This is an optimization exercise on Yosys and OpenROAD, whose aim is small area, a short achievable clock period and few clock cycles, not a production implementation.
Only simulation tests tie the RTL to the original design; equivalence was not proved.

==> flow/design.v, too long to show whole: its modules and the start of the top module <==
// module bn_resp: 52 lines
// module bluenumi_led: 1013 lines
module bluenumi_led (
    input  wire        clk,
    input  wire        rst,           
    input  wire        cmd_valid,
    output wire        cmd_ready,
    input  wire [63:0] cmd_word,
    input  wire [31:0] cmd_now,       
    output wire        rsp_valid,
    output wire [3:0]  rsp_status,
    output wire [31:0] led_level      
);
  // ...
==> flow/flow/run.sh <==
#!/bin/bash
# The standard layout (standard.sh) with these changes:
# - the buffers that buffer_ports puts on every input and output port are
#   sky130_fd_sc_hd__buf_1 cells instead of the tool's default pick
#   (clkdlybuf4s50_1, a delay cell);
# - after the standard synthesis, the netlist's combinational logic is
#   improved without touching any register (same cells, same names):
#   flow/fa_polarity.py removes inverters around the full-adder cells (a full
#   adder is self-dual), then flow/remap.py maps the logic again with ABC
#   (flow/remap.abc, the standard dont_use list in flow/dontuse.txt), keeping
#   flip-flops, full-adder cells and the logic of the rsp_valid/rsp_status paths as
#   they are. The netlist computes the same function; the standard flow then
#   goes on from it.
# Logs: synth.log, standard.log (make's output), fa_polarity.log, remap.log
# (and the netlist's .remap.log beside it), and ORFS's own logs in orfs/logs.
set -euo pipefail
ARGS='BUFFER_PORTS_ARGS=-buffer_cell sky130_fd_sc_hd__buf_1'
R=orfs/results/${FLOW_PLATFORM:-sky130hd}/bluenumi_led/base
bash standard.sh "$ARGS" synth > synth.log 2>&1
python3 flow/fa_polarity.py "$R/1_2_yosys.v" > fa_polarity.log 2>&1
python3 flow/remap.py "$R/1_2_yosys.v" flow/remap.abc flow/dontuse.txt rsp_valid rsp_status > remap.log 2>&1
rm -f "$R/1_synth.odb" "$R/1_synth.sdc"
bash standard.sh "$ARGS" finish > standard.log 2>&1
==> flow/flow/dontuse.txt <==
-dont_use sky130_fd_sc_hd__probe_p_8 -dont_use sky130_fd_sc_hd__probec_p_8 -dont_use sky130_fd_sc_hd__lpflow_bleeder_1 -dont_use sky130_fd_sc_hd__lpflow_clkbufkapwr_1 -dont_use sky130_fd_sc_hd__lpflow_clkbufkapwr_16 -dont_use sky130_fd_sc_hd__lpflow_clkbufkapwr_2 -dont_use sky130_fd_sc_hd__lpflow_clkbufkapwr_4 -dont_use sky130_fd_sc_hd__lpflow_clkbufkapwr_8 -dont_use sky130_fd_sc_hd__lpflow_clkinvkapwr_1 -dont_use sky130_fd_sc_hd__lpflow_clkinvkapwr_16 -dont_use sky130_fd_sc_hd__lpflow_clkinvkapwr_2 -dont_use sky130_fd_sc_hd__lpflow_clkinvkapwr_4 -dont_use sky130_fd_sc_hd__lpflow_clkinvkapwr_8 -dont_use sky130_fd_sc_hd__lpflow_decapkapwr_12 -dont_use sky130_fd_sc_hd__lpflow_decapkapwr_3 -dont_use sky130_fd_sc_hd__lpflow_decapkapwr_4 -dont_use sky130_fd_sc_hd__lpflow_decapkapwr_6 -dont_use sky130_fd_sc_hd__lpflow_decapkapwr_8 -dont_use sky130_fd_sc_hd__lpflow_inputiso0n_1 -dont_use sky130_fd_sc_hd__lpflow_inputiso0p_1 -dont_use sky130_fd_sc_hd__lpflow_inputiso1n_1 -dont_use sky130_fd_sc_hd__lpflow_inputiso1p_1 -dont_use sky130_fd_sc_hd__lpflow_inputisolatch_1 -dont_use sky130_fd_sc_hd__lpflow_isobufsrc_1 -dont_use sky130_fd_sc_hd__lpflow_isobufsrc_16 -dont_use sky130_fd_sc_hd__lpflow_isobufsrc_2 -dont_use sky130_fd_sc_hd__lpflow_isobufsrc_4 -dont_use sky130_fd_sc_hd__lpflow_isobufsrc_8 -dont_use sky130_fd_sc_hd__lpflow_isobufsrckapwr_16 -dont_use sky130_fd_sc_hd__lpflow_lsbuf_lh_hl_isowell_tap_1 -dont_use sky130_fd_sc_hd__lpflow_lsbuf_lh_hl_isowell_tap_2 -dont_use sky130_fd_sc_hd__lpflow_lsbuf_lh_hl_isowell_tap_4 -dont_use sky130_fd_sc_hd__lpflow_lsbuf_lh_isowell_4 -dont_use sky130_fd_sc_hd__lpflow_lsbuf_lh_isowell_tap_1 -dont_use sky130_fd_sc_hd__lpflow_lsbuf_lh_isowell_tap_2 -dont_use sky130_fd_sc_hd__lpflow_lsbuf_lh_isowell_tap_4 
==> flow/flow/fa_polarity.py <==
#!/usr/bin/env python3
"""Remove inverters around full-adder cells in a Yosys netlist.

A full adder is self-dual: FA(~a, ~b, ~c) = (~cout, ~sum). Yosys's adder
extraction often leaves inverters between full adders; this script chooses,
for every sky130 fa cell, whether it computes on true or on complemented
signals so that as few inverters as possible are needed, and rewrites the
netlist with that choice. Every other cell keeps the same logical inputs, so
the netlist computes the same function. Registers are not touched.

usage: fa_polarity.py NETLIST.v   (rewrites the file in place)
"""
import random
import re
import sys

OUT_PINS = {"X", "Y", "Q", "Q_N", "SUM", "COUT", "HI", "LO"}
INV_RE = re.compile(r"sky130_fd_sc_hd__(clk)?inv_\d+$")
FA_RE = re.compile(r"sky130_fd_sc_hd__fa_\d+$")

path = sys.argv[1]
text = open(path).read()

mstart = text.index("module ")
mend = text.rindex("endmodule")
body = text[mstart:mend]

# ports
ports = set()
for m in re.finditer(r"^\s*(input|output)\s+(\[[^\]]*\]\s*)?([^;]+);", body, re.M):
    for n in m.group(3).split(","):
        ports.add(n.strip())

def base(net):
    net = net.strip()
    if net.startswith("\\"):
        return net.split(" ")[0][1:].split("[")[0]
    return net.split("[")[0]

cell_re = re.compile(r"^(\s*)(sky130_fd_sc_hd__\w+)\s+(\S+)\s*\((.*?)\);\s*$", re.S | re.M)
cells = []
for m in cell_re.finditer(body):
    pins = []
    for pm in re.finditer(r"\.(\w+)\(([^()]*)\)", m.group(4)):
        pins.append([pm.group(1), pm.group(2).strip()])
    cells.append({"type": m.group(2), "name": m.group(3), "pins": pins,
                  "span": m.span(), "indent": m.group(1)})

assign_rhs = []
for m in re.finditer(r"^\s*assign\s+(.+?)\s*=\s*(.+?);", body, re.M):
    assign_rhs.append(m.group(2).strip())

driver = {}
for ci, c in enumerate(cells):
    for p, n in c["pins"]:
        if p in OUT_PINS:
            driver[n] = (ci, p)

def is_inv(c):
    return bool(INV_RE.match(c["type"]))

def is_fa(c):
    return bool(FA_RE.match(c["type"]))

def root(net):
    """(root net, parity) through inverter chains."""
    par = 0
    seen = 0
    while net in driver and is_inv(cells[driver[net][0]]) and seen < 100:
        c = cells[driver[net][0]]
        net = dict(c["pins"])["A"]
        par ^= 1
        seen += 1
    return net, par

# consumers: (cell index or None, pin index or None, root, parity)
consumers = {}
fixed_roots = set()
for ci, c in enumerate(cells):
    if is_inv(c):
        y = dict(c["pins"])["Y"]
        if base(y) in ports:
            r, _ = root(y)
            fixed_roots.add(r)
        continue
    for pi, (p, n) in enumerate(c["pins"]):
        if p in OUT_PINS:
            continue
        r, par = root(n)
        consumers.setdefault(r, []).append((ci, pi, par))
for n in assign_rhs:
    r, _ = root(n)
    fixed_roots.add(r)
# an inverter output used by anything we do not rewrite keeps its tree as is
inv_outs = {dict(c["pins"])["Y"] for c in cells if is_inv(c)}
for n in assign_rhs:
    if n in inv_outs:
        fixed_roots.add(root(n)[0])

roots = [r for r in consumers if r not in fixed_roots]
fa_cells = [ci for ci, c in enumerate(cells) if is_fa(c)]
fa_out_roots = {}
for ci in fa_cells:
    for p, n in cells[ci]["pins"]:
        if p in OUT_PINS:
            fa_out_roots.setdefault(ci, []).append(n)
# an fa whose output tree is fixed may not flip
frozen = {ci for ci in fa_cells if any(n in fixed_roots or base(n) in ports for n in fa_out_roots[ci])}

def root_cost(r, flip):
    d = driver.get(r)
    avail = flip.get(d[0], 0) if d is not None else 0
    need_inv = False
    for ci, pi, par in consumers[r]:
        q = par ^ (flip.get(ci, 0) if is_fa(cells[ci]) else 0)
        if q != avail:
            need_inv = True
            break
    return 1 if need_inv else 0

def total(flip):
    return sum(root_cost(r, flip) for r in roots)

# roots each fa touches
touch = {ci: set() for ci in fa_cells}
for r in roots:
    d = driver.get(r)
    if d is not None and d[0] in touch:
        touch[d[0]].add(r)
    for ci, pi, par in consumers[r]:
        if ci in touch:
            touch[ci].add(r)

orig_invs = sum(1 for c in cells if is_inv(c))
best = {}
best_cost = total(best)
start_cost = best_cost
rng = random.Random(1)
movable = [ci for ci in fa_cells if ci not in frozen]
for restart in range(30):
    flip = {} if restart == 0 else {ci: rng.randint(0, 1) for ci in movable}
    improved = True
    while improved:
        improved = False
        order = movable[:]
        rng.shuffle(order)
        for ci in order:
            before = sum(root_cost(r, flip) for r in touch[ci])
            flip[ci] = flip.get(ci, 0) ^ 1
            after = sum(root_cost(r, flip) for r in touch[ci])
            if after < before:
                improved = True
            else:
                flip[ci] ^= 1
    cost = total(flip)
    if cost < best_cost:
        best_cost, best = cost, dict(flip)

# inverters outside the rewritten trees stay
keep_inv = set()
rewritten = set(roots)
for ci, c in enumerate(cells):
    if is_inv(c):
        r, _ = root(dict(c["pins"])["Y"])
        if r not in rewritten:
            keep_inv.add(ci)

# the outputs of a flipped fa carry complemented values: give them new names
rename = {}
for ci in fa_cells:
    if best.get(ci, 0):
        for n in fa_out_roots[ci]:
            if n.startswith("\\"):
                rename[n] = n + "_n"
            elif re.match(r"^[A-Za-z_][A-Za-z0-9_$]*$", n):
                rename[n] = n + "n"

def emit(net):
    net = rename.get(net, net)
    # an escaped identifier ends at white space
    return net + " " if net.startswith("\\") else net

# rebuild
new_cells = []
new_wires = []
pin_net = {}
k = 0
for r in roots:
    d = driver.get(r)
    avail = best.get(d[0], 0) if d is not None else 0
    inv_net = None
    for ci, pi, par in consumers[r]:
        q = par ^ (best.get(ci, 0) if is_fa(cells[ci]) else 0)
        if q == avail:
            pin_net[(ci, pi)] = r
        else:
            if inv_net is None:
                k += 1
                inv_net = f"_polinv{k}_"
                new_wires.append(inv_net)
                new_cells.append(f"  sky130_fd_sc_hd__inv_1 _polinv{k}_cell_ (\n    .A({emit(r)}),\n    .Y({inv_net})\n  );\n")
            pin_net[(ci, pi)] = inv_net

out = []
pos = 0
for ci, c in enumerate(cells):
    s, e = c["span"]
    out.append(body[pos:s])
    pos = e
    if is_inv(c) and ci not in keep_inv:
        continue
    pins = []
    for pi, (p, n) in enumerate(c["pins"]):
        pins.append(f"    .{p}({emit(pin_net.get((ci, pi), n))})")
    out.append(f"{c['indent']}{c['type']} {c['name']} (\n" + ",\n".join(pins) + "\n  );")
out.append(body[pos:])
new_body = "".join(out)
decl = "".join(f"  wire {emit(w)};\n" for w in new_wires) + "".join(f"  wire {w}{' ' if w.startswith(chr(92)) else ''};\n" for w in sorted(rename.values()))
new_body = new_body.rstrip() + "\n" + decl + "".join(new_cells)
open(path, "w").write(text[:mstart] + new_body + "\n" + text[mend:])
print(f"fa cells {len(fa_cells)} (frozen {len(frozen)}), flipped {sum(best.values())}; "
      f"inverters {orig_invs} -> {len(keep_inv) + k} (rewritten trees: {start_cost} -> {best_cost})")
==> flow/flow/remap.abc <==
strash
dch -f
map -D 3500
topo
stime -c
buffer -c
upsize -c
dnsize -c
==> flow/flow/remap.py <==
#!/usr/bin/env python3
"""Map the combinational logic of a Yosys sky130 netlist again with ABC.

Keeps every flip-flop, full/half adder and tie cell as it is, and keeps the
logic in the fan-in cone of the given output ports (the one-cycle response
paths) as it is; all other combinational cells are mapped again from their
functions with an ABC script, with the same dont_use list as the standard
synthesis. The function of the netlist does not change.

usage: remap.py NETLIST.v ABC_SCRIPT DONT_USE_FILE KEEP_PORT... (rewrites NETLIST.v)
"""
import os
import re
import subprocess
import sys

FLOW_HOME = os.environ.get("FLOW_HOME", "/OpenROAD-flow-scripts/flow")
LIB = os.path.join(FLOW_HOME, "platforms/sky130hd/lib/sky130_fd_sc_hd__tt_025C_1v80.lib")
YOSYS = os.environ.get("YOSYS_EXE") or (
    os.path.join(FLOW_HOME, "../tools/install/yosys/bin/yosys")
    if os.path.exists(os.path.join(FLOW_HOME, "../tools/install/yosys/bin/yosys")) else "yosys")
OUT_PINS = {"X", "Y", "Q", "Q_N", "SUM", "COUT", "HI", "LO"}
SEQ_RE = re.compile(r"sky130_fd_sc_hd__(e?dfx|dfr|dfs|dfb|sdf|edf|dlx|dlr|sdl|dlc|fa_|conb)")

path, script, dontuse_file = sys.argv[1:4]
keep_ports = sys.argv[4:]
text = open(path).read()
mstart = text.index("module ")
top = re.match(r"module\s+(\S+?)\s*\(", text[mstart:]).group(1)

cell_re = re.compile(r"^\s*(sky130_fd_sc_hd__\w+)\s+(\S+)\s*\((.*?)\);\s*$", re.S | re.M)
cells = []
for m in cell_re.finditer(text):
    pins = [(pm.group(1), pm.group(2).strip()) for pm in re.finditer(r"\.(\w+)\(([^()]*)\)", m.group(3))]
    cells.append((m.group(1), m.group(2), pins))
driver = {}
for ci, (t, n, pins) in enumerate(cells):
    for p, net in pins:
        if p in OUT_PINS:
            driver[net] = ci
assigns = {}
for m in re.finditer(r"^\s*assign\s+(.+?)\s*=\s*(.+?);", text, re.M):
    assigns[m.group(1).strip()] = m.group(2).strip()

def port_bits(name):
    out = []
    for m in re.finditer(r"^\s*output\s+(\[(\d+):(\d+)\]\s*)?(\S+?)\s*;", text, re.M):
        if m.group(4) == name:
            if m.group(1):
                hi, lo = int(m.group(2)), int(m.group(3))
                out += [f"{name}[{i}]" for i in range(min(hi, lo), max(hi, lo) + 1)]
            else:
                out.append(name)
    return out

# fan-in cone of the kept ports, through combinational cells only
keep = set()
stack = []
for p in keep_ports:
    stack += port_bits(p)
seen = set()
while stack:
    net = stack.pop()
    if net in seen:
        continue
    seen.add(net)
    if net in assigns:
        stack.append(assigns[net])
    ci = driver.get(net)
    if ci is None or SEQ_RE.match(cells[ci][0]):
        continue
    keep.add(cells[ci][1])
    for p, n in cells[ci][2]:
        if p not in OUT_PINS:
            stack.append(n)

# kept cells (sequential, adders, tie cells, the cone) become blackbox stubs
stub_pins = {}
for t, n, pins in cells:
    if SEQ_RE.match(t) or n in keep:
        stub_pins.setdefault(t, set()).update(p for p, _ in pins)
body = text
def retype(m):
    t, n = m.group(1), m.group(2)
    if t in stub_pins and (SEQ_RE.match(t) or n in keep):
        return m.group(0).replace(t, "KEEP__" + t, 1)
    return m.group(0)
body = cell_re.sub(retype, body)
stubs = []
for t, ps in sorted(stub_pins.items()):
    decl = ", ".join(("output " if p in OUT_PINS else "input ") + p for p in sorted(ps))
    stubs.append(f"(* blackbox *)\nmodule KEEP__{t}({decl});\nendmodule\n")
dontuse = open(dontuse_file).read().strip()
src = path + ".remap_in.v"
tmp = path + ".remap_out.v"
ys = path + ".remap.ys"
open(src, "w").write("".join(stubs) + body)
with open(ys, "w") as f:
    f.write(f"read_liberty -ignore_miss_func -ignore_miss_dir {LIB}\n")
    f.write(f"read_verilog {src}\n")
    f.write(f"hierarchy -top {top}\n")
    f.write("flatten\nopt_clean\n")
    f.write(f"abc -script {script} -liberty {LIB} {dontuse}\n")
    f.write("opt_clean -purge\n")
    f.write("rename -enumerate -pattern _rm%_\n")
    f.write(f"select -module {top}\n")
    f.write(f"write_verilog -noattr -noexpr -selected {tmp}\n")
r = subprocess.run([YOSYS, "-s", ys], capture_output=True, text=True)
open(path + ".remap.log", "w").write(r.stdout + r.stderr)
if r.returncode != 0:
    sys.stderr.write(r.stdout[-5000:] + r.stderr)
    sys.exit(1)
new = open(tmp).read().replace("KEEP__sky130_fd_sc_hd__", "sky130_fd_sc_hd__")
open(path, "w").write(new)
print(f"kept {len(keep)} cells in the cone of {' '.join(keep_ports)}")
==> flow/standard.sh <==
#!/bin/bash
# synth_recipe.tcl (not shown) runs the flow's synth.tcl, then flattens the netlist and writes it again
# the make line also repeats each setting of config.mk as NAME=value (left out here)
make -C /OpenROAD-flow-scripts/flow DESIGN_CONFIG=/design/flow/config.mk WORK_HOME=/design/flow/orfs CLKGATE_MAP_FILE= SYNTH_SCRIPT=/design/flow/synth_recipe.tcl "${@:-finish}"
==> flow/config.mk <==
export PLATFORM = sky130hd
export DESIGN_NAME = bluenumi_led
export DESIGN_NICKNAME = bluenumi_led
export VERILOG_FILES = /design/flow/design.v
export SDC_FILE = /design/flow/constraint.sdc
export NUM_CORES = 4
export LEC_CHECK = 0
export ABC_AREA = 1
export CAP_MARGIN = 20
export CORE_MARGIN = 2
export CORE_UTILIZATION = 45
export CTS_BUF_LIST = sky130_fd_sc_hd__clkbuf_8
export PLACE_DENSITY = 0.6
export SLEW_MARGIN = 20
export SYNTH_HIERARCHICAL = 1
export SYNTH_MEMORY_MAX_BITS = 131072
==> flow/constraint.sdc <==
create_clock -name core_clock -period 30.0 [get_ports {clk}]
set_input_delay 6.0000 -clock core_clock [delete_from_list [all_inputs] [get_ports {clk}]]
set_output_delay 6.0000 -clock core_clock [all_outputs]
set_load 0.01 [all_outputs]
==> impl_metrics.xml, run 1 <==
<?xml version="1.0" encoding="UTF-8"?>
<metrics>
  <group name="outcome">
    <metric name="status" unit="">finished clean</metric>
  </group>
  <group name="floorplanning">
    <metric name="die_width" unit="um">128</metric>
    <metric name="tapCellCount" unit="">188</metric>
    <metric name="num_rows" unit="">45</metric>
    <metric name="die_h" unit="um">128</metric>
  </group>
  <group name="finish">
    <metric name="fraction_of_standard_cell_area_in_multi_input_logic" unit="%">66.5</metric>
    <metric name="layout.nonclk_buf_share" unit="%">7.36</metric>
    <metric name="final.signal_inverter_count" unit="">124</metric>
    <metric name="layout_top_registers" unit="">lvl x32, s2_q x8, a_q x3</metric>
    <metric name="most_frequent_standard_cell_in_the_layout_excluding_fill_and_tap_cells" unit="">nor2_1</metric>
    <metric name="final_cell_mix" unit="">nor2_1, nand2_1, buf_1</metric>
    <metric name="n_fill_cell" unit="">1566</metric>
    <metric name="clock_buffers" unit="">5</metric>
    <metric name="final_layout_size_suffix_gt1_share" unit="%">8.31</metric>
  </group>
  <group name="global_routing">
    <metric name="antenna_found_initial" unit="">0</metric>
  </group>
  <group name="clock_network">
    <metric name="clk_pin_slew_worst_paths" unit="ns">0.11</metric>
    <metric name="cts_resized" unit="">0</metric>
    <metric name="clock-sinks" unit="">53</metric>
  </group>
  <group name="worst_setup_path">
    <metric name="worst_r2r_path_depth" unit="">31</metric>
    <metric name="critical_path.slowest_cell" unit="">buf_1</metric>
  </group>
  <group name="hold_path">
    <metric name="worst_hold_path_type" unit="">reg -&gt; reg</metric>
    <metric name="whs_endpoint" unit="">lvl[3][2]</metric>
  </group>
  <group name="place">
    <metric name="dpl.cell_count" unit="">1287</metric>
  </group>
  <group name="sta">
    <metric name="setup_repair_after_global_routing_missed_its_margin" unit="">no</metric>
    <metric name="tightest_slew" unit="ns">0.920</metric>
    <metric name="holdWs" unit="ns">0.476</metric>
  </group>
  <group name="job">
    <metric name="maxCapViolCount" unit="">0</metric>
  </group>
</metrics>
Testbench counts, summed over its fixed seeds: cycles 37,036.
==> inputs of run 2 (changes only) <==
==> flow/flow/remap.abc (replaced) <==
strash
dch -f
map -D 3500
topo
stime -c
buffer -c
upsize -c -D 4400
dnsize -c -D 4400
==> run 2 against run 1 <==
Compared with the run above:
- non-clock buffer count is 2 higher
- synthesized area is 3.4% lower
- die area is 3.3% lower
- clock skew hardly changed
- cell count is 0.15% lower
- sequential cell count stayed put
- setup slack worse by 0.055 ns
- fmax is 0.42% lower
- global-route usage is 0.44 points higher
- first-iteration DRC count is 28% higher
- critical endpoint is now led_level[4]
- highest routed layer unchanged
==> impl_metrics.xml, run 2 <==
<?xml version="1.0" encoding="UTF-8"?>
<metrics>
  <group name="finish">
    <metric name="num_antenna_cells" unit="">0</metric>
    <metric name="final_cell_mix" unit="">nor2_1, nand2_1, buf_1</metric>
    <metric name="layout.nets" unit="">1274</metric>
    <metric name="n_fill_cell" unit="">1533</metric>
    <metric name="register_with_the_highest_flop_count" unit="">lvl</metric>
    <metric name="syn_to_final_growth" unit="%">12.0</metric>
    <metric name="area.sequential" unit="sq um">1210</metric>
    <metric name="multi_input_comb_area" unit="sq um">4910</metric>
    <metric name="final_layout_size_suffix_gt1_share" unit="%">4.33</metric>
    <metric name="largest_register_ffs" unit="">32</metric>
    <metric name="most_frequent_standard_cell_in_the_layout_excluding_fill_and_tap_cells" unit="">nor2_1</metric>
    <metric name="layout_top_registers" unit="">lvl x32, s2_q x8, a_q x3</metric>
  </group>
  <group name="detailed_routing">
    <metric name="number_of_remaining_drc_errors" unit="">0</metric>
    <metric name="routed-via-count" unit="">7467</metric>
    <metric name="routed_via_density" unit="">5.77</metric>
    <metric name="detail-route-antenna-nets" unit="">0</metric>
    <metric name="first_pass_iters" unit="">5</metric>
    <metric name="wl_per_cell" unit="um">16.9</metric>
    <metric name="drt-total-wl" unit="mm">21.8</metric>
    <metric name="first_iter_violations" unit="">765</metric>
  </group>
  <group name="sta">
    <metric name="worst_slack" unit="ns">16.90</metric>
    <metric name="max_clock_freq" unit="GHz">0.0763</metric>
    <metric name="layout_worst_path_cycle_share" unit="%">43.7</metric>
    <metric name="period_minus_slack" unit="ns">13.10</metric>
    <metric name="fin_tns_setup" unit="ns">0</metric>
    <metric name="timing.slew.headroom" unit="%">43.1</metric>
    <metric name="finClkSkew" unit="ns">0.0113</metric>
    <metric name="timing_max_transition_violations_final" unit="">0</metric>
    <metric name="setup_repair_after_global_routing_missed_its_margin" unit="">no</metric>
    <metric name="finalHoldViolCount" unit="">0</metric>
    <metric name="tightest_slew" unit="ns">0.843</metric>
    <metric name="setup_viol" unit="">0</metric>
  </group>
  <group name="place">
    <metric name="dpl.hpwl" unit="mm">17.4</metric>
    <metric name="detailedPlace.worstSlack" unit="ns">16.97</metric>
    <metric name="place.gp.congestion" unit="">0.991</metric>
    <metric name="io_buffer_count" unit="">135</metric>
  </group>
  <group name="clock_network">
    <metric name="cts-buffers-inserted" unit="">5</metric>
    <metric name="cts_tree" unit="">yes</metric>
    <metric name="root_buffer" unit="">clkbuf_8</metric>
    <metric name="cts_max_level" unit="">2</metric>
    <metric name="clock_tree.buffer_depth" unit="">2</metric>
    <metric name="clk_pin_slew_worst_paths" unit="ns">0.11</metric>
    <metric name="cts.hold.buffers_added" unit="">0</metric>
    <metric name="cts_resized" unit="">0</metric>
    <metric name="postCtsSetupBuffers" unit="">0</metric>
    <metric name="clock_latency" unit="ns">0.34</metric>
    <metric name="clock-sinks" unit="">53</metric>
  </group>
  <group name="global_routing">
    <metric name="antenna_found_initial" unit="">0</metric>
    <metric name="grt_usage" unit="%">27.9</metric>
    <metric name="vias_in_the_first_global_route" unit="">7148</metric>
    <metric name="grt_max_degree" unit="">24</metric>
    <metric name="global_route_overflow" unit="">0</metric>
    <metric name="grt_pass1_wl" unit="mm">35.9</metric>
  </group>
  <group name="worst_setup_path">
    <metric name="worst_path_most_repeated_cell" unit="">nor2_1</metric>
    <metric name="worst_ep_required_time" unit="ns">24.00</metric>
    <metric name="critical_path.max_stage_delay" unit="ns">0.65</metric>
    <metric name="crit_arrival" unit="ns">7.10</metric>
    <metric name="timing.critical_path.to_type" unit="">output port</metric>
    <metric name="crit_type" unit="">reg -&gt; out</metric>
    <metric name="worstPathMaxFanout" unit="">21</metric>
    <metric name="critical_path.slowest_cell" unit="">nor2_1</metric>
    <metric name="timing.critical_path.from_type" unit="">flip-flop</metric>
  </group>
  <group name="logic_synthesis">
    <metric name="postSynthNetCount" unit="">1145</metric>
    <metric name="syn_inst" unit="">979</metric>
    <metric name="syn-mean-instance-area" unit="sq um">6.83</metric>
    <metric name="mappedNetlistArea" unit="sq um">6690</metric>
    <metric name="ys.warnings.count" unit="">8</metric>
  </group>
  <group name="hold_path">
    <metric name="worst_hold_path_type" unit="">reg -&gt; reg</metric>
  </group>
  <group name="floorplanning">
    <metric name="boundaryPins" unit="">137</metric>
    <metric name="die_h" unit="um">126</metric>
    <metric name="num_rows" unit="">44</metric>
    <metric name="initial_standard_cell_utilization_of_the_core" unit="%">46.0</metric>
    <metric name="die_width" unit="um">126</metric>
    <metric name="total_die_area" unit="sq um">15900</metric>
    <metric name="core" unit="sq um">14500</metric>
  </group>
  <group name="outcome">
    <metric name="status" unit="">finished clean</metric>
  </group>
  <group name="job">
    <metric name="maxCapViolCount" unit="">0</metric>
  </group>
</metrics>
-- run 2: changes by cell type in the layout (fill, tap and decap cells not counted), sizes merged --
cell,change
buf,+2
clkinv,-1
inv,+1
-- run 2: critical path: cells and delay by family, from the launching register on --
kind                      cells  cell delay, ns
AOI/OAI and AO/OA            12            2.54
xor gates and xnor gates      1            0.15
buffers and inverters         4            1.11
DFF                           1            0.45
and+or+nand+nor              12            2.49
-- run 2: area by class of cell --
type / count / area share (%)
Clock buffer: 5 / 0.919
Sequential cell: 53 / 16.2
Clock inverter: 3 / 0.334
Tap cell: 184 / 3.07
Multi-Input combinational cell: 779 / 65.5
Inverter: 124 / 6.22
Timing Repair Buffer: 145 / 7.77
-- run 2: path summary, 6_finish.rpt --
| kind | startpoint | endpoint | slack [ns] | depth (start not counted) |
|---|---|---|---|---|
| max | s2_q[3] | led_level[4] | 16.90 | 29 |
| min | lvl[1][3] | lvl[1][3] | 0.48 | 2 |
| max reg2reg | s2_q[3] | lvl[3][2] | 23.32 | 28 |
| min reg2reg | lvl[1][3] | lvl[1][3] | 0.48 | 2 |
-- run 2: through the flow --
| stage | hold WS (ns) | util (%) | instances | instance area (sq um) |
|---|---|---|---|---|
| finish | 0.482 | 51.5 | 1293 | 7490 |
| global route | 0.521 | 51.5 | 1293 | 7490 |
| CTS | 0.483 | 51.5 | 1293 | 7490 |
| detailed placement | 0.457 | 50.9 | 1285 | 7390 |
| global placement | 0.465 | 50.8 | 1284 | 7390 |
| floorplan | 0.452 | - | 979 | 6690 |
-- run 2: metal layers --
metal,wire length (um),track usage (%),vias to the layer above
met5,0,0,-
met4,521,8.40,0
met3,2150,5.10,47
met2,10000,44.7,451
met1,9150,38.6,3421
li1,-,-,3548
==> inputs of run 3 (changes only) <==
==> flow/flow/remap.abc (replaced) <==
strash
dch -f
map -D 3500
topo
stime -c
buffer -c
upsize -c -D 4200
dnsize -c -D 4200
--- a/flow/config.mk
+++ b/flow/config.mk
@@ -10,6 +10,7 @@
 export CORE_MARGIN = 2
 export CORE_UTILIZATION = 45
 export CTS_BUF_LIST = sky130_fd_sc_hd__clkbuf_8
+export GPL_TIMING_DRIVEN = 1
 export PLACE_DENSITY = 0.6
 export SLEW_MARGIN = 20
 export SYNTH_HIERARCHICAL = 1
==> run 3 against run 2 <==
Compared with the run above:
- sequential cell count is the same
- critical path type is now in -> out
- synthesized cell count stayed put
- core utilization down 0.083 points
- clock skew fell by 0.0034 ns
- highest routed layer unchanged
- fmax up 0.44%
- non-clock buffer count decreased by 3
- critical path depth is 20 lower
- still clean
==> impl_metrics.xml, run 3 <==
<?xml version="1.0" encoding="UTF-8"?>
<metrics>
  <group name="outcome">
    <metric name="status" unit="">finished clean</metric>
  </group>
  <group name="floorplanning">
    <metric name="core" unit="sq um">14600</metric>
    <metric name="boundaryPins" unit="">137</metric>
    <metric name="total_die_area" unit="sq um">15900</metric>
    <metric name="die_width" unit="um">126</metric>
    <metric name="die_h" unit="um">126</metric>
    <metric name="num_rows" unit="">44</metric>
    <metric name="initial_standard_cell_utilization_of_the_core" unit="%">46.1</metric>
  </group>
  <group name="global_routing">
    <metric name="global_route_overflow" unit="">0</metric>
    <metric name="grt_pass1_wl" unit="mm">36.2</metric>
    <metric name="grt_max_degree" unit="">24</metric>
    <metric name="grt_usage" unit="%">28.0</metric>
    <metric name="antenna_found_initial" unit="">0</metric>
    <metric name="vias_in_the_first_global_route" unit="">7375</metric>
  </group>
  <group name="sta">
    <metric name="finClkSkew" unit="ns">0.00798</metric>
    <metric name="max_clock_freq" unit="GHz">0.0766</metric>
    <metric name="finalHoldViolCount" unit="">0</metric>
    <metric name="tightest_slew" unit="ns">0.898</metric>
    <metric name="timing.slew.headroom" unit="%">40.1</metric>
    <metric name="setup_repair_after_global_routing_missed_its_margin" unit="">no</metric>
    <metric name="setup_viol" unit="">0</metric>
    <metric name="timing_max_transition_violations_final" unit="">0</metric>
    <metric name="fin_tns_setup" unit="ns">0</metric>
    <metric name="layout_worst_path_cycle_share" unit="%">43.5</metric>
    <metric name="period_minus_slack" unit="ns">13.05</metric>
  </group>
  <group name="job">
    <metric name="maxCapViolCount" unit="">0</metric>
  </group>
  <group name="finish">
    <metric name="syn_to_final_growth" unit="%">11.6</metric>
    <metric name="layout_top_registers" unit="">lvl x32, s2_q x8, a_q x3</metric>
    <metric name="num_antenna_cells" unit="">0</metric>
    <metric name="largest_register_ffs" unit="">32</metric>
    <metric name="most_frequent_standard_cell_in_the_layout_excluding_fill_and_tap_cells" unit="">nor2_1</metric>
    <metric name="register_with_the_highest_flop_count" unit="">lvl</metric>
    <metric name="layout.core_utilization" unit="%">51.4</metric>
    <metric name="n_fill_cell" unit="">1517</metric>
    <metric name="layout.nets" unit="">1271</metric>
    <metric name="final_cell_mix" unit="">nor2_1, nand2_1, buf_1</metric>
    <metric name="final_layout_size_suffix_gt1_share" unit="%">4.88</metric>
  </group>
  <group name="clock_network">
    <metric name="root_buffer" unit="">clkbuf_8</metric>
    <metric name="clk_pin_slew_worst_paths" unit="ns">0.10</metric>
    <metric name="cts_resized" unit="">0</metric>
    <metric name="cts_max_level" unit="">2</metric>
    <metric name="cts.hold.buffers_added" unit="">0</metric>
    <metric name="clock_tree.buffer_depth" unit="">2</metric>
    <metric name="clock_latency" unit="ns">0.33</metric>
    <metric name="clock-sinks" unit="">53</metric>
    <metric name="cts-buffers-inserted" unit="">5</metric>
    <metric name="postCtsSetupBuffers" unit="">0</metric>
    <metric name="cts_tree" unit="">yes</metric>
  </group>
  <group name="detailed_routing">
    <metric name="wl_per_cell" unit="um">16.9</metric>
    <metric name="routed_via_density" unit="">5.74</metric>
    <metric name="first_pass_iters" unit="">6</metric>
    <metric name="drt-total-wl" unit="mm">21.7</metric>
    <metric name="routed-via-count" unit="">7410</metric>
    <metric name="number_of_remaining_drc_errors" unit="">0</metric>
    <metric name="first_iter_violations" unit="">705</metric>
    <metric name="detail-route-antenna-nets" unit="">0</metric>
  </group>
  <group name="worst_setup_path">
    <metric name="crit_type" unit="">in -&gt; out</metric>
    <metric name="worstPathMaxFanout" unit="">5</metric>
    <metric name="critical_path.reg2reg.endpoint" unit="">lvl[3][5]</metric>
    <metric name="worst_ep_required_time" unit="ns">24.00</metric>
    <metric name="crit_reg_reg_startpoint" unit="">s2_q[1]</metric>
    <metric name="timing.critical_path.from_type" unit="">input port</metric>
    <metric name="crit_arrival" unit="ns">7.05</metric>
    <metric name="worst_r2r_path_depth" unit="">30</metric>
    <metric name="r2r_setup_slack" unit="ns">23.43</metric>
    <metric name="timing.critical_path.to_type" unit="">output port</metric>
  </group>
  <group name="logic_synthesis">
    <metric name="ys.warnings.count" unit="">8</metric>
    <metric name="syn_inst" unit="">979</metric>
    <metric name="mappedNetlistArea" unit="sq um">6730</metric>
    <metric name="postSynthNetCount" unit="">1145</metric>
    <metric name="syn-mean-instance-area" unit="sq um">6.87</metric>
  </group>
  <group name="hold_path">
    <metric name="hold-path-cell-count" unit="">2</metric>
    <metric name="hp-start" unit="">lvl[1][2]</metric>
    <metric name="whs_endpoint" unit="">lvl[1][2]</metric>
    <metric name="worst_hold_path_type" unit="">reg -&gt; reg</metric>
  </group>
  <group name="place">
    <metric name="io_buffer_count" unit="">135</metric>
    <metric name="dpl.hpwl" unit="mm">17.5</metric>
    <metric name="place.gp.congestion" unit="">0.999</metric>
  </group>
</metrics>
run 3: how the worst max path moves through the flow:
stage                            start       endpoint  slack [ns]  cells after the start
after floorplan           cmd_word[63]  rsp_status[2]       17.23                      7
after global routing           s2_q[3]  led_level[29]       16.33                     32
final                     cmd_word[63]  rsp_status[2]       16.95                      9
after CTS                 cmd_word[63]  rsp_status[2]       16.96                      9
after global placement    cmd_word[63]  rsp_status[2]       16.97                      9
after detailed placement  cmd_word[63]  rsp_status[2]       16.96                      9
run 3: per-stage QoR:
stage	instances	instance area, sq um	setup WS, ns	hold WS [ns]
final	1290	7500	16.95	0.480
after global routing	1290	7500	16.33	0.505
after CTS	1290	7500	16.96	0.480
after detailed placement	1282	7410	16.96	0.449
after global placement	1282	7410	16.97	0.451
after floorplan	979	6730	17.23	0.452
run 3: area by class of cell:
class	instances	area [sq um]	share of cell area, %
Inverter	124	465	6.20
Sequential cell	53	1210	16.1
Tap cell	184	230	3.07
Clock buffer	5	68.8	0.917
Clock inverter	3	25.0	0.333
Multi-Input combinational cell	779	4940	65.9
Timing Repair Buffer	142	559	7.45
run 3: critical path, stage by stage:
cell	delay (ns)
buf_1	0.08
inv_1	0.08
nand2_2	0.06
nor2_4	0.17
nand3_2	0.11
inv_1	0.11
o21ai_1	0.10
nor3_2	0.15
buf_1	0.17
run 3: per-layer routing:
layer	GRT usage, %	routed length (um)	vias up
met5	0	0	-
met4	11.5	967	0
met3	5.06	2070	110
met2	44.8	9730	421
met1	37.6	8970	3338
li1	-	-	3541
==> inputs of run 4 (changes only) <==
--- a/flow/config.mk
+++ b/flow/config.mk
@@ -10,7 +10,6 @@
 export CORE_MARGIN = 2
 export CORE_UTILIZATION = 45
 export CTS_BUF_LIST = sky130_fd_sc_hd__clkbuf_8
-export GPL_TIMING_DRIVEN = 1
 export PLACE_DENSITY = 0.6
 export SLEW_MARGIN = 20
 export SYNTH_HIERARCHICAL = 1
==> run 4 against run 3 <==
Compared with the run above:
- cell area did not move
- register-to-register slack barely moved
- critical path depth did not move
- clock skew did not move
- worst hold slack did not move
- sequential cell count did not move
- sequential share of layout area did not move
- synthesized area did not move
- clock-buffer cell count did not move
- fmax did not move
- largest cell class unchanged
==> impl_metrics.xml, run 4 <==
<?xml version="1.0" encoding="UTF-8"?>
<metrics>
  <group name="job">
    <metric name="maxCapViolCount" unit="">0</metric>
  </group>
  <group name="finish">
    <metric name="n_fill_cell" unit="">1517</metric>
    <metric name="area.sequential" unit="sq um">1210</metric>
    <metric name="layout_top_registers" unit="">lvl x32, s2_q x8, a_q x3</metric>
    <metric name="syn_to_final_growth" unit="%">11.6</metric>
    <metric name="largest_register_ffs" unit="">32</metric>
    <metric name="finish.instance_area" unit="sq um">7500</metric>
    <metric name="instances_no_fill" unit="">1290</metric>
    <metric name="final_layout_size_suffix_gt1_share" unit="%">4.88</metric>
    <metric name="layout.nets" unit="">1271</metric>
    <metric name="layout.core_utilization" unit="%">51.4</metric>
    <metric name="multi_input_comb_area" unit="sq um">4940</metric>
    <metric name="most_frequent_standard_cell_in_the_layout_excluding_fill_and_tap_cells" unit="">nor2_1</metric>
    <metric name="num_antenna_cells" unit="">0</metric>
    <metric name="final_cell_mix" unit="">nor2_1, nand2_1, buf_1</metric>
    <metric name="register_with_the_highest_flop_count" unit="">lvl</metric>
  </group>
  <group name="sta">
    <metric name="finClkSkew" unit="ns">0.00798</metric>
    <metric name="layout_worst_path_cycle_share" unit="%">43.5</metric>
    <metric name="timing.slew.headroom" unit="%">40.1</metric>
    <metric name="setup_repair_after_global_routing_missed_its_margin" unit="">no</metric>
    <metric name="holdWs" unit="ns">0.480</metric>
    <metric name="worst_slack" unit="ns">16.95</metric>
    <metric name="max_clock_freq" unit="GHz">0.0766</metric>
    <metric name="tightest_slew" unit="ns">0.898</metric>
    <metric name="period_minus_slack" unit="ns">13.05</metric>
    <metric name="fin_tns_setup" unit="ns">0</metric>
    <metric name="setup_viol" unit="">0</metric>
    <metric name="finalHoldViolCount" unit="">0</metric>
    <metric name="timing_max_transition_violations_final" unit="">0</metric>
  </group>
  <group name="global_routing">
    <metric name="antenna_found_initial" unit="">0</metric>
    <metric name="grt_pass1_wl" unit="mm">36.2</metric>
    <metric name="grt_usage" unit="%">28.0</metric>
    <metric name="vias_in_the_first_global_route" unit="">7375</metric>
    <metric name="global_route_overflow" unit="">0</metric>
    <metric name="grt_max_degree" unit="">24</metric>
  </group>
  <group name="detailed_routing">
    <metric name="drt-total-wl" unit="mm">21.7</metric>
    <metric name="number_of_remaining_drc_errors" unit="">0</metric>
    <metric name="routed_via_density" unit="">5.74</metric>
    <metric name="first_iter_violations" unit="">705</metric>
    <metric name="wl_per_cell" unit="um">16.9</metric>
    <metric name="first_pass_iters" unit="">6</metric>
    <metric name="detail-route-antenna-nets" unit="">0</metric>
    <metric name="routed-via-count" unit="">7410</metric>
  </group>
  <group name="floorplanning">
    <metric name="num_rows" unit="">44</metric>
    <metric name="core" unit="sq um">14600</metric>
    <metric name="total_die_area" unit="sq um">15900</metric>
    <metric name="die_h" unit="um">126</metric>
    <metric name="boundaryPins" unit="">137</metric>
    <metric name="die_width" unit="um">126</metric>
    <metric name="initial_standard_cell_utilization_of_the_core" unit="%">46.1</metric>
  </group>
  <group name="hold_path">
    <metric name="worst_hold_path_type" unit="">reg -&gt; reg</metric>
  </group>
  <group name="place">
    <metric name="io_buffer_count" unit="">135</metric>
    <metric name="detailedPlace.worstSlack" unit="ns">16.96</metric>
    <metric name="dpl.hpwl" unit="mm">17.5</metric>
    <metric name="dpl.cell_count" unit="">1282</metric>
    <metric name="place.gp.congestion" unit="">0.999</metric>
    <metric name="dpl_cell_area" unit="sq um">7410</metric>
  </group>
  <group name="clock_network">
    <metric name="cts.hold.buffers_added" unit="">0</metric>
    <metric name="cts_tree" unit="">yes</metric>
    <metric name="postCtsSetupBuffers" unit="">0</metric>
    <metric name="clk_pin_slew_worst_paths" unit="ns">0.10</metric>
    <metric name="clock_tree.buffer_depth" unit="">2</metric>
    <metric name="root_buffer" unit="">clkbuf_8</metric>
    <metric name="cts-buffers-inserted" unit="">5</metric>
    <metric name="cts_resized" unit="">0</metric>
    <metric name="cts_max_level" unit="">2</metric>
    <metric name="clock-sinks" unit="">53</metric>
    <metric name="clock_latency" unit="ns">0.33</metric>
  </group>
  <group name="logic_synthesis">
    <metric name="mappedNetlistArea" unit="sq um">6730</metric>
    <metric name="ys.warnings.count" unit="">8</metric>
    <metric name="syn_inst" unit="">979</metric>
    <metric name="postSynthNetCount" unit="">1145</metric>
    <metric name="syn-mean-instance-area" unit="sq um">6.87</metric>
  </group>
  <group name="worst_setup_path">
    <metric name="timing.critical_path.from_type" unit="">input port</metric>
    <metric name="crit_arrival" unit="ns">7.05</metric>
    <metric name="worst_ep_required_time" unit="ns">24.00</metric>
    <metric name="crit_type" unit="">in -&gt; out</metric>
    <metric name="timing.critical_path.to_type" unit="">output port</metric>
    <metric name="worstPathMaxFanout" unit="">5</metric>
  </group>
  <group name="outcome">
    <metric name="status" unit="">finished clean</metric>
  </group>
</metrics>
-- run 4: cell counts in the layout (fill, tap and decap cells not counted) --
Identical to the previous run, type by type.
-- run 4: worst paths after layout --
check	startpoint	end	slack, ns	cells past startpoint
setup / recovery	cmd_word[63]	rsp_status[2]	16.95	9
hold / removal	lvl[1][2]	lvl[1][2]	0.48	2
setup reg to reg	s2_q[1]	lvl[3][5]	23.43	30
hold reg to reg	lvl[1][2]	lvl[1][2]	0.48	2
-- run 4: cell type report --
cell class | instances | share of cell area [%]
Clock buffer | 5 | 0.917
Clock inverter | 3 | 0.333
Inverter | 124 | 6.20
Multi-Input combinational cell | 779 | 65.9
Sequential cell | 53 | 16.1
Tap cell | 184 | 3.07
Timing Repair Buffer | 142 | 7.45
-- run 4: worst max-delay path, cell delays in order --
cell and delay [ns]:
buf_1 0.08, inv_1 0.08, nand2_2 0.06, nor2_4 0.17
nand3_2 0.11, inv_1 0.11, o21ai_1 0.10, nor3_2 0.15
buf_1 0.17
-- run 4: metal layers --
| metal | track usage [%] | vias to the layer above | share of wire, % |
|---|---|---|---|
| met5 | 0 | - | 0 |
| met4 | 11.5 | 0 | 4.4 |
| met3 | 5.06 | 110 | 9.5 |
| met2 | 44.8 | 421 | 45 |
| met1 | 37.6 | 3338 | 41 |
| li1 | - | 3541 | - |
==> inputs of run 5 (changes only) <==
--- a/flow/config.mk
+++ b/flow/config.mk
@@ -11,6 +11,6 @@
 export CORE_UTILIZATION = 45
 export CTS_BUF_LIST = sky130_fd_sc_hd__clkbuf_8
 export PLACE_DENSITY = 0.6
-export SLEW_MARGIN = 20
+export SLEW_MARGIN = 70
 export SYNTH_HIERARCHICAL = 1
 export SYNTH_MEMORY_MAX_BITS = 131072
==> run 5 against run 4 <==
Compared with the run above:
- cell area increased by 2.2%
- clock-buffer cell count is the same
- non-clock buffer count is 1 higher
- largest cell class unchanged
- still clean on timing, DRC and antenna
==> impl_metrics.xml, run 5 <==
<?xml version="1.0" encoding="UTF-8"?>
<metrics>
  <group name="hold_path">
    <metric name="whs_endpoint" unit="">lvl[0][2]</metric>
    <metric name="hold-path-cell-count" unit="">2</metric>
    <metric name="hp-start" unit="">lvl[0][2]</metric>
    <metric name="worst_hold_path_type" unit="">reg -&gt; reg</metric>
  </group>
  <group name="detailed_routing">
    <metric name="detail-route-antenna-nets" unit="">0</metric>
    <metric name="routed-via-count" unit="">7510</metric>
    <metric name="first_pass_iters" unit="">5</metric>
    <metric name="drt-total-wl" unit="mm">22.0</metric>
    <metric name="number_of_remaining_drc_errors" unit="">0</metric>
    <metric name="first_iter_violations" unit="">885</metric>
    <metric name="wl_per_cell" unit="um">17.1</metric>
    <metric name="routed_via_density" unit="">5.82</metric>
  </group>
  <group name="logic_synthesis">
    <metric name="syn_inst" unit="">979</metric>
    <metric name="syn-mean-instance-area" unit="sq um">6.87</metric>
    <metric name="ys.warnings.count" unit="">8</metric>
    <metric name="postSynthNetCount" unit="">1145</metric>
    <metric name="mappedNetlistArea" unit="sq um">6730</metric>
  </group>
  <group name="worst_setup_path">
    <metric name="critical_path.reg2reg.endpoint" unit="">lvl[3][5]</metric>
    <metric name="crit_arrival" unit="ns">7.04</metric>
    <metric name="timing.critical_path.from_type" unit="">input port</metric>
    <metric name="worstPathMaxFanout" unit="">5</metric>
    <metric name="worst_r2r_path_depth" unit="">32</metric>
    <metric name="crit_type" unit="">in -&gt; out</metric>
    <metric name="timing.critical_path.to_type" unit="">output port</metric>
    <metric name="crit_reg_reg_startpoint" unit="">s2_q[3]</metric>
    <metric name="r2r_setup_slack" unit="ns">23.78</metric>
    <metric name="worst_ep_required_time" unit="ns">24.00</metric>
  </group>
  <group name="sta">
    <metric name="period_minus_slack" unit="ns">13.04</metric>
    <metric name="finalHoldViolCount" unit="">0</metric>
    <metric name="fin_tns_setup" unit="ns">0</metric>
    <metric name="setup_viol" unit="">0</metric>
    <metric name="setup_repair_after_global_routing_missed_its_margin" unit="">no</metric>
    <metric name="layout_worst_path_cycle_share" unit="%">43.5</metric>
    <metric name="max_clock_freq" unit="GHz">0.0767</metric>
    <metric name="timing_max_transition_violations_final" unit="">0</metric>
    <metric name="holdWs" unit="ns">0.478</metric>
    <metric name="finClkSkew" unit="ns">0.00295</metric>
  </group>
  <group name="clock_network">
    <metric name="clk_pin_slew_worst_paths" unit="ns">0.10</metric>
    <metric name="cts-buffers-inserted" unit="">5</metric>
    <metric name="clock_tree.buffer_depth" unit="">2</metric>
    <metric name="cts_max_level" unit="">2</metric>
    <metric name="cts.hold.buffers_added" unit="">0</metric>
    <metric name="cts_resized" unit="">0</metric>
    <metric name="postCtsSetupBuffers" unit="">0</metric>
    <metric name="root_buffer" unit="">clkbuf_8</metric>
    <metric name="clock-sinks" unit="">53</metric>
    <metric name="clock_latency" unit="ns">0.33</metric>
    <metric name="cts_tree" unit="">yes</metric>
  </group>
  <group name="finish">
    <metric name="layout.nets" unit="">1272</metric>
    <metric name="most_frequent_standard_cell_in_the_layout_excluding_fill_and_tap_cells" unit="">nor2_1</metric>
    <metric name="num_antenna_cells" unit="">0</metric>
    <metric name="final_cell_mix" unit="">nor2_1, nand2_1, buf_1</metric>
    <metric name="largest_register_ffs" unit="">32</metric>
    <metric name="final_layout_size_suffix_gt1_share" unit="%">8.22</metric>
    <metric name="layout_top_registers" unit="">lvl x32, s2_q x8, a_q x3</metric>
    <metric name="register_with_the_highest_flop_count" unit="">lvl</metric>
    <metric name="syn_to_final_growth" unit="%">14.0</metric>
  </group>
  <group name="job">
    <metric name="maxCapViolCount" unit="">0</metric>
  </group>
  <group name="place">
    <metric name="dpl.hpwl" unit="mm">17.5</metric>
    <metric name="place.gp.congestion" unit="">0.999</metric>
    <metric name="io_buffer_count" unit="">135</metric>
  </group>
  <group name="floorplanning">
    <metric name="total_die_area" unit="sq um">15900</metric>
    <metric name="core" unit="sq um">14600</metric>
    <metric name="num_rows" unit="">44</metric>
    <metric name="boundaryPins" unit="">137</metric>
    <metric name="die_width" unit="um">126</metric>
    <metric name="initial_standard_cell_utilization_of_the_core" unit="%">46.1</metric>
    <metric name="die_h" unit="um">126</metric>
  </group>
  <group name="global_routing">
    <metric name="vias_in_the_first_global_route" unit="">7233</metric>
    <metric name="antenna_found_initial" unit="">0</metric>
    <metric name="grt_max_degree" unit="">24</metric>
    <metric name="grt_pass1_wl" unit="mm">36.1</metric>
    <metric name="grt_usage" unit="%">28.0</metric>
    <metric name="global_route_overflow" unit="">0</metric>
  </group>
  <group name="outcome">
    <metric name="status" unit="">finished clean</metric>
  </group>
</metrics>
run 5: metal layers:
| layer | track usage (%) | share of wire (%) | vias up |
|---|---|---|---|
| met4 | 9.57 | 3.8 | 0 |
| met3 | 5.14 | 9.8 | 99 |
| met1 | 37.8 | 41 | 3419 |
| li1 | - | - | 3544 |
| met2 | 45.5 | 45 | 448 |
| met5 | 0 | 0 | - |
run 5: per-stage QoR:
step / instance area [sq um] / util, % / std cells / setup WS (ns)
floorplan: 6730 / - / 979 / 17.23
global placement: 7410 / 50.8 / 1282 / 16.97
detailed placement: 7550 / 51.7 / 1282 / 16.96
CTS: 7640 / 52.4 / 1290 / 16.96
global route: 7670 / 52.5 / 1291 / 16.80
finish: 7670 / 52.5 / 1291 / 16.96
run 5: worst max-delay path by stage:
stage                               end    startpoint  slack (ns)  depth (start not counted)
after floorplan           rsp_status[2]  cmd_word[63]       17.23                          7
after global placement    rsp_status[2]  cmd_word[63]       16.97                          9
after detailed placement  rsp_status[2]  cmd_word[63]       16.96                          9
after CTS                 rsp_status[2]  cmd_word[63]       16.96                          9
after global routing      led_level[29]       s2_q[3]       16.80                         34
final                     rsp_status[2]  cmd_word[63]       16.96                          9
run 5: critical path, cell delays in order:
cell     delay, ns
buf_1         0.08
inv_1         0.08
nand2_2       0.06
nor2_4        0.18
nand3_2       0.11
inv_1         0.11
o21ai_1       0.10
nor3_2        0.15
buf_1         0.17
run 5: area by class of cell:
| cell class | count | area [sq um] |
|---|---|---|
| well taps | 184 | 230 |
| clock inverters | 3 | 25.0 |
| flip-flops and latches | 53 | 1210 |
| fillers | 1451 | 6920 |
| multi-input cells | 779 | 5100 |
| clock buffers | 5 | 68.8 |
| inverters | 124 | 467 |
| repair buffers | 143 | 567 |
==> inputs of run 6 (changes only) <==
--- a/flow/config.mk
+++ b/flow/config.mk
@@ -11,6 +11,6 @@
 export CORE_UTILIZATION = 45
 export CTS_BUF_LIST = sky130_fd_sc_hd__clkbuf_8
 export PLACE_DENSITY = 0.6
-export SLEW_MARGIN = 70
+export SLEW_MARGIN = 85
 export SYNTH_HIERARCHICAL = 1
 export SYNTH_MEMORY_MAX_BITS = 131072
==> run 6 against run 5 <==
Compared with the run above:
- synthesized area stayed put
- register-to-register slack got worse by 3.8 ns
- die area stayed put
- core utilization increased by 15 points
- cell count increased by 8.8%
- global-route usage grew 2.7 points
- fmax is 21% lower
- synthesized cell count did not move
- highest routed layer unchanged
==> impl_metrics.xml, run 6 <==
<?xml version="1.0" encoding="UTF-8"?>
<metrics>
  <group name="logic_synthesis">
    <metric name="postSynthNetCount" unit="">1145</metric>
    <metric name="syn_inst" unit="">979</metric>
    <metric name="ys.warnings.count" unit="">8</metric>
    <metric name="mappedNetlistArea" unit="sq um">6730</metric>
    <metric name="syn-mean-instance-area" unit="sq um">6.87</metric>
  </group>
  <group name="finish">
    <metric name="largest_register_ffs" unit="">32</metric>
    <metric name="num_antenna_cells" unit="">0</metric>
    <metric name="final_cell_mix" unit="">nand2_1, buf_1, nor2_1</metric>
    <metric name="syn_to_final_growth" unit="%">47.1</metric>
    <metric name="final_layout_size_suffix_gt1_share" unit="%">29.3</metric>
    <metric name="register_with_the_highest_flop_count" unit="">lvl</metric>
    <metric name="finish.instance_area" unit="sq um">9890</metric>
    <metric name="most_frequent_standard_cell_in_the_layout_excluding_fill_and_tap_cells" unit="">nand2_1</metric>
    <metric name="layout_top_registers" unit="">lvl x32, s2_q x8, a_q x3</metric>
    <metric name="layout.nets" unit="">1385</metric>
  </group>
  <group name="worst_setup_path">
    <metric name="worst_setup_path_startpoint" unit="">s2_q[3]</metric>
    <metric name="worst_r2r_path_depth" unit="">42</metric>
    <metric name="crit_reg_reg_startpoint" unit="">s2_q[3]</metric>
    <metric name="crit_arrival" unit="ns">10.45</metric>
    <metric name="critical_path.slowest_cell" unit="">clkdlybuf4s50_1</metric>
    <metric name="crit_type" unit="">reg -&gt; out</metric>
    <metric name="critical_path.max_stage_delay" unit="ns">0.53</metric>
    <metric name="worst_ep_required_time" unit="ns">24.00</metric>
    <metric name="timing.critical_path.from_type" unit="">flip-flop</metric>
    <metric name="worstPathMaxFanout" unit="">7</metric>
    <metric name="timing.critical_path.to_type" unit="">output port</metric>
    <metric name="worst_path_most_repeated_cell" unit="">clkdlybuf4s50_1</metric>
  </group>
  <group name="clock_network">
    <metric name="cts_max_level" unit="">2</metric>
    <metric name="cts_tree" unit="">yes</metric>
    <metric name="clock_latency" unit="ns">0.34</metric>
    <metric name="root_buffer" unit="">clkbuf_8</metric>
    <metric name="clock_tree.buffer_depth" unit="">2</metric>
    <metric name="cts_resized" unit="">0</metric>
    <metric name="postCtsSetupBuffers" unit="">0</metric>
    <metric name="cts-buffers-inserted" unit="">5</metric>
    <metric name="clk_pin_slew_worst_paths" unit="ns">0.11</metric>
    <metric name="clock-sinks" unit="">53</metric>
    <metric name="cts.hold.buffers_added" unit="">0</metric>
  </group>
  <group name="sta">
    <metric name="setup_repair_after_global_routing_missed_its_margin" unit="">no</metric>
    <metric name="finalHoldViolCount" unit="">0</metric>
    <metric name="fin_tns_setup" unit="ns">0</metric>
    <metric name="setup_viol" unit="">0</metric>
    <metric name="timing_max_transition_violations_final" unit="">0</metric>
    <metric name="finClkSkew" unit="ns">0.0110</metric>
    <metric name="period_minus_slack" unit="ns">16.45</metric>
    <metric name="max_clock_freq" unit="GHz">0.0608</metric>
    <metric name="layout_worst_path_cycle_share" unit="%">54.8</metric>
  </group>
  <group name="hold_path">
    <metric name="hp-start" unit="">lvl[1][3]</metric>
    <metric name="hold-path-cell-count" unit="">2</metric>
    <metric name="worst_hold_path_type" unit="">reg -&gt; reg</metric>
  </group>
  <group name="global_routing">
    <metric name="grt_usage" unit="%">30.8</metric>
    <metric name="use_met3" unit="%">5.44</metric>
    <metric name="gr-usage-met2" unit="%">51.3</metric>
    <metric name="grt_pass1_wl" unit="mm">39.6</metric>
    <metric name="vias_in_the_first_global_route" unit="">7964</metric>
    <metric name="antenna_found_initial" unit="">0</metric>
    <metric name="global_route_overflow" unit="">0</metric>
    <metric name="grt_max_degree" unit="">24</metric>
    <metric name="grt_busiest_layer" unit="">met2</metric>
    <metric name="use_met1" unit="%">40.9</metric>
  </group>
  <group name="place">
    <metric name="dpl_cell_area" unit="sq um">9400</metric>
    <metric name="dpl.hpwl" unit="mm">20.0</metric>
    <metric name="place.gp.congestion" unit="">0.999</metric>
    <metric name="io_buffer_count" unit="">135</metric>
  </group>
  <group name="detailed_routing">
    <metric name="first_iter_violations" unit="">537</metric>
    <metric name="number_of_remaining_drc_errors" unit="">0</metric>
    <metric name="drt-total-wl" unit="mm">24.1</metric>
    <metric name="routed-via-count" unit="">7967</metric>
    <metric name="wl_per_cell" unit="um">17.2</metric>
    <metric name="detail-route-antenna-nets" unit="">0</metric>
    <metric name="routed_via_density" unit="">5.67</metric>
    <metric name="first_pass_iters" unit="">5</metric>
  </group>
  <group name="floorplanning">
    <metric name="boundaryPins" unit="">137</metric>
    <metric name="core" unit="sq um">14600</metric>
    <metric name="initial_standard_cell_utilization_of_the_core" unit="%">46.1</metric>
    <metric name="total_die_area" unit="sq um">15900</metric>
    <metric name="die_width" unit="um">126</metric>
    <metric name="num_rows" unit="">44</metric>
    <metric name="die_h" unit="um">126</metric>
  </group>
  <group name="job">
    <metric name="maxCapViolCount" unit="">0</metric>
  </group>
  <group name="outcome">
    <metric name="status" unit="">finished clean</metric>
  </group>
</metrics>
[run 6: path summary, 6_finish.rpt]
check | endpoint | slack (ns)
worst max register to register | lvl[1][0] | 19.99
worst min register to register | lvl[1][3] | 0.48
worst min-delay path | lvl[1][3] | 0.48
worst max-delay path | led_level[8] | 13.55
[run 6: area by class of cell]
| cell class | instances | area [sq um] |
|---|---|---|
| Inverter | 124 | 512 |
| Clock inverter | 3 | 25.0 |
| Clock buffer | 5 | 68.8 |
| Timing Repair Buffer | 256 | 1420 |
| Tap cell | 184 | 230 |
| Fill cell | 1238 | 4700 |
| Sequential cell | 53 | 1220 |
| Multi-Input combinational cell | 779 | 6420 |
[run 6: per-stage QoR]
step           instances  worst slack (ns)  utilization [%]  hold slack [ns]
6_report            1404             13.55             67.8            0.476
5_1_grt             1404             13.12             67.8            0.500
4_1_cts             1392             13.70             65.0            0.474
3_5_place_dp        1384             14.10             64.4            0.451
3_3_place_gp        1282             16.97             50.8            0.451
2_1_floorplan        979             17.23                -            0.452
[run 6: per-layer routing]
layer / up-vias / part of all wire (%)
met5: - / 0
met4: 0 / 3.7
met3: 84 / 8.3
met2: 389 / 47
met1: 3701 / 41
li1: 3793 / -
[run 6: critical path: cells and delay by family, from the launching register on]
kind | cells | cell delay [ns]
and+or+nand+nor | 14 | 1.76
DFF | 1 | 0.37
AOI/OAI and AO/OA | 9 | 1.11
buffers and inverters | 20 | 6.86

[separate check: timing with driven ports]
How much do the figures lean on ideal ports? The routed layouts below were timed once more, with nothing changed but the port constraints.
Step 1 (the two cells are an assumption about what drives the block):
set clk [get_ports {clk}]
set_driving_cell -lib_cell sky130_fd_sc_hd__clkbuf_16 $clk
set_driving_cell -lib_cell sky130_fd_sc_hd__buf_2 [delete_from_list [all_inputs] $clk]
Step 2, shift: input delay + t, output delay - t, t = (earliest + latest rising clock arrival at the registers) / 2. This alone moves slack from input paths to output paths.
a / b / c = no drivers / after step 1 / after step 2; a / b = the first two.
run | t (ns) | slack for setup (ns) | hold WS [ns] | worst setup path after step 2
run 1 | 0.370 | 16.951 / 16.931 / 16.931 | 0.476 / 0.476 / 0.476 | input to output
run 2 | 0.369 | 16.895 / 16.861 / 16.925 | 0.482 / 0.482 / 0.482 | input to output
run 3 | 0.364 | 16.952 / 16.933 / 16.933 | 0.480 / 0.480 / 0.480 | input to output
run 4 | 0.364 | 16.952 / 16.933 / 16.933 | 0.480 / 0.480 / 0.480 | input to output
run 5 | 0.364 | 16.963 / 16.944 / 16.944 | 0.478 / 0.478 / 0.478 | input to output
run 6 | 0.370 | 13.548 / 13.510 / 13.880 | 0.476 / 0.476 / 0.476 | register to output
After both steps setup and hold are still met in every run listed. The setup slack of run 1, which loses most, moves by -0.020 ns with the drivers and by -0.020 ns with both steps.
